What follows belongs to an exercise in optimizing a design on an open flow for small area, a short achievable clock period and few clock cycles; a production flow would make more cautious choices. Only the layout flow was run in this run; the RTL was not checked for function there. Power figures rest on the tool's default switching activity, not on a simulated workload.

===== design/flow/design.v =====
module boo_encoder (
  input  wire       clk,
  input  wire       rst,         
  input  wire       in_valid,
  output wire       in_ready,
  input  wire [7:0] in_data,
  input  wire       in_eof,
  input  wire       in_err,
  output wire       out_valid,
  input  wire       out_ready,
  output wire [7:0] out_data,
  input  wire       out_err,
  output wire [2:0] seq,
  output wire [1:0] err
);
  localparam [2:0] PH_HDR  = 3'b000,    
                   PH_HLF  = 3'b001,    
                   PH_DAT  = 3'b010,    
                   PH_TRL  = 3'b011,    
                   PH_DONE = 3'b110,
                   PH_ABR  = 3'b100,    
                   PH_ABW  = 3'b101;    
  localparam [7:0] CH_CR = 8'h0D, CH_LF = 8'h0A;
  reg  [2:0] ph;
  reg        p_lf, p_c3, p_z;   
  reg        ov;
  reg  [7:0] od;
  reg        g1, g2;            
  reg  [6:0] acc;               
  reg        n0, n1, n78;       
  reg  [5:0] col;               
  reg        w4, w2;            
  reg  [1:0] fill;              
  reg        hd_v, hd_e, hd_z;
  reg  [7:0] hd_b;
  reg        ir_v, ir_e, ir_z;
  reg  [7:0] ir_b;
  assign out_valid = ov;
  assign out_data  = od;
  assign seq = {ph[2] & ~ph[1], ph[2] & ph[1], ph[1]};
  assign err = {ph[2] & ~ph[1] & ph[0], ph[2] & ~ph[1] & ~ph[0]};
  assign in_ready = ~ir_v;
  wire slot     = ~ov | out_ready;
  wire out_fire = ov & out_ready;
  wire in_fire  = in_valid & in_ready;
  wire rd_fail  = in_fire & in_err;
  wire wr_fail  = out_fire & out_err;
  wire       src_v = hd_v;
  wire [7:0] sb    = hd_b;
  wire       kE    = hd_e;
  wire       kZ    = hd_z;                       
  wire       kN    = ~kE & ~kZ;
  wire hdr = (ph == PH_HDR);
  wire g0  = ~g1 & ~g2;
  reg  pnd;                                      
  wire nb  = ~n0 & ~n1;                          
  wire f0  = (fill == 2'd0);
  wire b0  = ~hdr & g0;
  wire sil = kZ & b0 & (p_c3 | n0 | (nb & ~n78));
  wire s_lit  = ~hdr & ~g0;                                 
  wire s_run  = kZ & b0 & n1 & ~w2;                         
  wire s_cut  = kZ & b0 & n78;                              
  wire s_c0   = kN & b0 & n0 & ~w4;                         
  wire s_zl   = ~kZ & b0 & n1 & ~w4;                        
  wire s_tn   = ~kZ & b0 & nb;                              
  wire s_pad  = kE & b0 & n0 & ~f0 & ~w2;                   
  wire s_trl  = kE & b0 & n0 & f0;                          
  wire s_wrap = b0 & ((kZ & n1 & w2) | (kN & (n0 | n1) & w4) |
                      (kE & ((n1 & w4) | (n0 & ~f0 & w2))));
  wire s_hb   = hdr & ~kE;
  wire s_he   = hdr & kE;
  wire st_s   = src_v & ~sil & ~pnd;       
  wire sil_s  = src_v & sil;               
  wire sil_n  = sil_s & ~p_c3;
  wire do_pend = pnd & slot;
  wire do_step = st_s & slot;
  wire fin_step = (s_lit & ~kE) | s_run | s_cut | s_c0 | s_trl | s_hb | s_he;
  wire take_s   = ~hd_v | sil_s | (st_s & fin_step);
  wire take_n   = ~hd_v | sil_n;
  wire take     = slot ? take_s : take_n;
  wire [7:0] in_b = in_eof ? 8'h00 : in_data;
  wire       in_z = ~in_eof & (in_data == 8'h00);
  function [3:0] TU(input [2:0] u);       
    TU = {1'b0, u + 3'd3};
  endfunction
  wire       c_cr = ~pnd & (s_he | s_wrap | s_trl);
  wire       c_c1 = ~pnd & s_lit & g1;
  wire       c_c2 = ~pnd & s_lit & g2;
  wire       c_c0 = ~pnd & s_c0;
  wire       c_tn = ~pnd & s_tn;
  wire       c_tl = ~pnd & (s_run | s_cut | s_pad);
  wire [3:0] vl = ({4{p_lf}} & 4'hA) |
                  ({4{c_cr}} & 4'hD) |
                  ({4{p_c3}} & acc[3:0]) |
                  ({4{c_c1}} & sb[7:4]) |
                  ({4{c_c2}} & {acc[1:0], sb[7:6]}) |
                  ({4{c_c0}} & sb[5:2]) |
                  ({4{c_tn}} & acc[3:0]) |
                  ({4{c_tl}} & 4'hE);
  wire [3:0] vu = ({4{p_c3}} & TU({1'b0, acc[5:4]})) |
                  ({4{c_c1}} & TU({1'b0, acc[1:0]})) |
                  ({4{c_c2}} & TU({1'b0, acc[3:2]})) |
                  ({4{c_c0}} & TU({1'b0, sb[7:6]})) |
                  ({4{c_tn}} & TU(acc[6:4])) |
                  ({4{c_tl}} & 4'h7) |
                  ({4{p_z | (~pnd & s_zl)}} & 4'h3);       
  wire [7:0] ch = (~pnd & s_hb) ? sb : {vu, vl};
  reg  [2:0] ph_n;
  always @* begin
    ph_n = ph;
    if (do_step & s_trl) ph_n = PH_TRL;
    if (do_step & s_he)  ph_n = PH_HLF;
    if (out_fire && !pnd) begin
      if (ph == PH_HLF && ph_n == PH_HLF) ph_n = PH_DAT;
      if (ph == PH_TRL) ph_n = PH_DONE;
    end
  end
  always @(posedge clk) begin
    if (rst) begin
      ph <= PH_HDR;
      ov <= 1'b0;
    end else if (wr_fail) begin
      ph <= PH_ABW;
      ov <= 1'b0;
    end else if (rd_fail) begin
      ph <= PH_ABR;
      ov <= 1'b0;
    end else if (ph[2]) begin
      ov <= 1'b0;                       
    end else begin
      ph <= ph_n;
      if (ph_n == PH_DONE) ov <= 1'b0;
      else if (slot) ov <= do_pend | do_step;
    end
  end
  always @(posedge clk) begin
    if (rst) begin
      p_lf   <= 1'b0;
      p_c3   <= 1'b0;
      p_z    <= 1'b0;
      pnd    <= 1'b0;
      g1     <= 1'b0;
      g2     <= 1'b0;
      acc    <= 7'd0;
      n0     <= 1'b1;
      n1     <= 1'b0;
      n78    <= 1'b0;
      col    <= 6'd0;
      w4     <= 1'b0;
      w2     <= 1'b0;
      fill   <= 2'd0;
      hd_v   <= 1'b0;
      ir_v   <= 1'b0;
    end else begin
      if (slot) begin
        if (pnd) begin
          p_lf <= 1'b0;
          p_c3 <= 1'b0;
          p_z  <= 1'b0;
          pnd  <= 1'b0;
        end
        if (st_s) begin
          if ((s_lit & g2) | s_wrap | s_trl | s_he | s_pad) pnd <= 1'b1;
          if (s_lit & g2) p_c3 <= 1'b1;
          if (s_wrap | s_trl | s_he) p_lf <= 1'b1;
          if (s_pad) p_z <= 1'b1;
          if (s_lit) begin
            g1 <= g0;                   
            g2 <= g1;
          end
          if (s_c0 | s_zl) g1 <= 1'b1;
          if (s_lit & kE) fill <= g1 ? 2'd2 : (f0 ? 2'd1 : fill);
          if (s_pad) fill <= fill - 2'd1;
          if (s_wrap) begin
            col <= 6'd0;
            w4  <= 1'b0;
            w2  <= 1'b0;
          end else if (s_run | s_pad) begin
            col <= col + 6'd1;
            w4  <= (col >= 6'd34);
            w2  <= w4;
          end else if (s_c0 | s_zl) begin
            col <= col + 6'd2;
            w4  <= (col >= 6'd33);
            w2  <= (col >= 6'd34);
          end
        end
        if (st_s & (s_lit | s_c0)) begin
          acc <= {1'b0, sb[5:0]};
        end else if (sil_n | (st_s & s_run)) begin
          acc <= acc + 7'd1;
          n0  <= 1'b0;
          n1  <= n0;
          n78 <= (acc == 7'd77);
        end else if ((sil_s & p_c3) | (st_s & s_cut)) begin
          acc <= 7'd1;
          n0  <= 1'b0;
          n1  <= 1'b1;
          n78 <= 1'b0;
        end else if ((pnd & p_c3) | (st_s & (s_zl | s_tn))) begin
          acc <= 7'd0;
          n0  <= 1'b1;
          n1  <= 1'b0;
          n78 <= 1'b0;
        end
      end else if (sil_n) begin
        acc <= acc + 7'd1;
        n0  <= 1'b0;
        n1  <= n0;
        n78 <= (acc == 7'd77);
      end
      if (take) hd_v <= ir_v | (in_fire & ~in_err);
      ir_v <= (ir_v & ~take) | (in_fire & ~in_err & ~(take & ~ir_v));
    end
  end
  always @(posedge clk) begin
    if (slot) od <= ch;
    if (take) begin
      hd_b <= ir_v ? ir_b : in_b;
      hd_e <= ir_v ? ir_e : in_eof;
      hd_z <= ir_v ? ir_z : in_z;
    end
    if (in_ready) begin
      ir_b <= in_b;
      ir_e <= in_eof;
      ir_z <= in_z;
    end
  end
endmodule

===== design/flow/standard.sh =====
#!/bin/bash
# synth_recipe.tcl (not shown) runs the flow's synth.tcl, then flattens the netlist and writes it again
# the make line also repeats each setting of config.mk as NAME=value (left out here)
make -C /OpenROAD-flow-scripts/flow DESIGN_CONFIG=/design/flow/config.mk WORK_HOME=/design/flow/orfs CLKGATE_MAP_FILE= SYNTH_SCRIPT=/design/flow/synth_recipe.tcl "${@:-finish}"

===== design/flow/flow/run.sh =====
#!/bin/bash
# The standard layout, with plain buffers (not delay cells) on the ports.
set -euo pipefail
bash standard.sh 'BUFFER_PORTS_ARGS=-buffer_cell sky130_fd_sc_hd__buf_2' finish > standard_flow.log 2>&1

===== design/flow/config.mk =====
export PLATFORM = sky130hd
export DESIGN_NAME = boo_encoder
export DESIGN_NICKNAME = boo_encoder
export VERILOG_FILES = /design/flow/design.v
export SDC_FILE = /design/flow/constraint.sdc
export NUM_CORES = 4
export LEC_CHECK = 0
export CAP_MARGIN = 20
export CORE_MARGIN = 2
export CORE_UTILIZATION = 40
export SETUP_SLACK_MARGIN = 2.8
export SLEW_MARGIN = 20

===== design/flow/constraint.sdc =====
create_clock -name core_clock -period 5.0 [get_ports {clk}]
set_input_delay 1.0000 -clock core_clock [delete_from_list [all_inputs] [get_ports {clk}]]
set_output_delay 1.0000 -clock core_clock [all_outputs]
set_load 0.01 [all_outputs]

==> results.json <==
{
  "nets": 469,
  "reg2reg_slack_ns": 2.81,
  "path_clk_slew_ns": 0.08,
  "numClockSinks": 60,
  "cts_root_buf": "clkbuf_8",
  "dr.pass1.iters": 5,
  "critPathKind": "register to register",
  "ys_warn_count": 1,
  "vias": 3312,
  "antenna_found_initial": 0,
  "cp_cell_sequence": "or4b_4 -> a211oi_4 -> and2_4 -> o21ai_4 -> or4_4 -> a21oi_2",
  "outcome": "complete, no violations",
  "synth-seq-cells": 60,
  "synthArstFlopShare": 0,
  "die_h_um": 97.4,
  "fin_crit_ns": 2.19,
  "synth.yosys.seq_area_share": 0.396,
  "cp-end-kind": "register",
  "finalClockSkew_ns": 0.0170,
  "netlist_area_mm2": 0.00349,
  "dpl.hpwl_um": 6450,
  "hold_viol": 0,
  "timing.rr.start": "hd_z$_DFFE_PP_",
  "syn_to_final_growth_pct": 21.4,
  "drive_gt1_frac": 0.259,
  "fin_crit_sh": 0.439,
  "startpoint_type": "register",
  "synthFlopType": "dfxtp_1",
  "relSlewSlack": 0.577,
  "min_path_type": "register to register",
  "powerDensity_mw_per_mm2": 250,
  "synth-edff-count": 18,
  "globalplace.congestion": 0.887,
  "htreeDepth": 3,
  "fin_cells": 552,
  "grt_max_degree": 31,
  "syn_nets": 428,
  "r2r_cells": 6,
  "peakVddDrop_mv": 0.163,
  "arrival_ns": 2.48,
  "dpl.cell_count": 515,
  "netlist.top_cell.by_area": "dfxtp_1",
  "grt_pass1_vias": 3085,
  "worstHoldPathCells": 1,
  "initial_utilization": 0.406,
  "cts_tree": "done",
  "fmax_ghz": 0.456,
  "worstPathMaxFanout": 5,
  "ys_types": 70,
  "p_leak_nw": 1.55,
  "io_pins": 30,
  "ant_nets": 0,
  "viasPerCell": 6.00,
  "numCtsBuffers": 9,
  "min_from": "ir_e$_DFF_P_",
  "ctsHoldBuffers": 0,
  "die-area_mm2": 0.00949,
  "fin_tns_setup_ns": 0,
  "drv_slew": 0,
  "cts_max_path_buffers": 2,
  "insertion_delay_ns": 0.36,
  "synthCells": 398,
  "finalWirelength_um": 9510,
  "grt_pass1_wl_um": 15300,
  "syn_area_per_cell_um2": 8.77,
  "overflow": 0,
  "rows": 34,
  "portBuffers": 29,
  "min_to": "ir_e$_DFF_P_",
  "r2r_end": "acc[6]$_SDFFE_PP0P_",
  "wl_per_cell_um": 17.2,
  "grt_usage": 0.201,
  "yosysTopAreaCellShare": 0.241,
  "fp.dieW_um": 97.4,
  "nFillCells": 822,
  "first_iter_violations": 194,
  "tightest_slew_ns": 0.630,
  "synth_area_leaders": "dfxtp_1 (24%), edfxtp_1 (15%), ha_1 (5.4%)",
  "maxCapViolCount": 0,
  "antenna_cells": 0,
  "max_stage_delay_ns": 0.57,
  "drc": 0,
  "grt_setup_unrepaired": "yes",
  "setup-violations-final": 0,
  "crit_slowest_cell": "or4b_4",
  "worstPathRequired_ns": 5.29,
  "fp.coreArea_mm2": 0.00859
}
==> per-stage QoR <==
step | setup slack (ns) | hold WS (ns) | total power, mW | utilization | area (um^2)
after floorplan | 2.76 | 0.427 | 0.607 | - | 3560
after global placement | 2.45 | 0.446 | 0.641 | 0.434 | 3730
after detailed placement | 2.39 | 0.466 | 0.641 | 0.434 | 3730
after CTS | 2.80 | 0.486 | 1.06 | 0.471 | 4050
after global routing | 2.75 | 0.503 | 1.10 | 0.493 | 4240
final | 2.81 | 0.487 | 1.06 | 0.493 | 4240
==> worst max-delay path, delay by kind of cell, from the launching register on <==
family / cells / cell delay (ns)
simple gates: 3 / 1.22
compound gates: 3 / 0.49
flops: 1 / 0.43
==> cell usage after synthesis (all sizes together) (3+ instances only) <==
cell type,n
or2,3
dfxtp,42
inv,22
nand3,12
mux2i,3
nand4,4
buf,7
and2,8
a211oi,5
o211ai,4
o21a,3
o22a,4
nor3b,5
a21oi,37
nand2b,7
or3,7
or4,4
a22o,7
o2111ai,3
o221ai,4
clkbuf,13
nor2,28
nand2,31
nor3,16
o21ai,23
a221oi,6
a31oi,9
ha,15
o31ai,3
edfxtp,18
nor2b,4
==> cells in the final DEF (no fill, tap or decap), types with 3 or more instances in the layout <==
cell type,count
inv_6,3
nor3_1,12
ha_1,14
dfxtp_1,33
a221oi_1,6
a211oi_1,4
a31oi_1,8
inv_1,22
buf_2,29
and2_1,6
nor3_2,3
o21ai_4,3
nand4_1,4
or3_1,5
o21ai_0,16
o211ai_1,3
nor2_1,25
nor3b_1,5
nand2_1,27
edfxtp_1,18
a21oi_1,35
nand2_2,4
mux2i_1,3
dfxtp_4,3
o21a_1,3
clkbuf_8,9
dfxtp_2,6
nand2b_1,6
buf_4,20
nand3_1,11
a22o_1,7
o31ai_1,3
o22a_1,4
o221ai_1,3
o21ai_1,4
==> metal layers <==
metal | GRT usage | wire length [um] | share of wire | up-vias
met3 | 0.0489 | 666 | 0.070 | 27
met4 | 0.0876 | 289 | 0.030 | 0
met1 | 0.262 | 4200 | 0.44 | 1567
met2 | 0.316 | 4360 | 0.46 | 133
met5 | 0 | 0 | 0 | -
li1 | - | - | - | 1585
==> sequential cells by signal, summed over array words and instances, names as in the netlist, 2 cells and up <==
signal / count
acc: 7
col: 6
fill: 2
hd_b: 8
ir_b: 8
od: 8
ph: 3
==> where the power goes <==
group / internal, mW / total, mW / switching (mW)
Sequential: 0.521 / 0.534 / 0.0133
Clock: 0.186 / 0.415 / 0.229
Combinational: 0.0455 / 0.111 / 0.0654
Total: 0.753 / 1.06 / 0.308
==> area by class of cell <==
type / instances / area (um^2) / share of cell area
Tap cell: 108 / 135 / 0.0319
Inverter: 23 / 98.8 / 0.0233
Timing Repair Buffer: 49 / 295 / 0.0697
Clock inverter: 7 / 58.8 / 0.0139
Multi-Input combinational cell: 296 / 2120 / 0.501
Clock buffer: 9 / 124 / 0.0292
Sequential cell: 60 / 1400 / 0.330
==> worst max-delay path by stage <==
stage,from,end,depth (start not counted)
2_1_floorplan,out_ready,acc[6]$_SDFFE_PP0P_,7
3_3_place_gp,out_ready,acc[6]$_SDFFE_PP0P_,7
3_5_place_dp,out_ready,acc[6]$_SDFFE_PP0P_,7
4_1_cts,ph[2]$_SDFF_PP0_,err[1],4
5_1_grt,hd_e$_DFFE_PP_,od[0]$_DFFE_PN_,7
6_report,hd_z$_DFFE_PP_,acc[6]$_SDFFE_PP0P_,6
==> cell families after synthesis <==
| logic type | synth area share |
|---|---|
| buf+inv | 0.0520 |
| flops | 0.396 |
| xor+xnor | 0.00502 |
| mux | 0.0118 |
| compound gates | 0.265 |
| fa+ha+maj | 0.0538 |
| simple gates | 0.216 |
==> what timing repair did <==
action                                  CTS  global route
cloned                                    0             1
pin swaps                                 7             9
resized for setup                        13            32
buffers inserted                         13             7
endpoints found under the setup margin   34            19

static timing again, ports no longer ideal:
Ports are ideal in the flow. The routed layout listed here was re-timed in OpenROAD.
Step 1 sets driving cells, clkbuf_16 on the clock port and buf_2 on the other inputs (assumed; they add their load-dependent delay and slew).
Step 2 moves the port delays by t, midway between the first and last clock arrival at a register: inputs arrive t later, outputs are due t later. That takes back most of the time a late clock gives input paths.
Slacks: ideal / step 1 / step 2; pairs: ideal / step 1.
shift t [ns]: 0.379
setup slack, ns: 2.807 / 2.807 / 2.503
worst data-port slew with drivers (ns): 0.03
cell pins on the clock port's net: 1
After both steps setup and hold are still met in this run. The setup slack of this run moves by 0.000 ns with the drivers and by -0.304 ns with both steps.
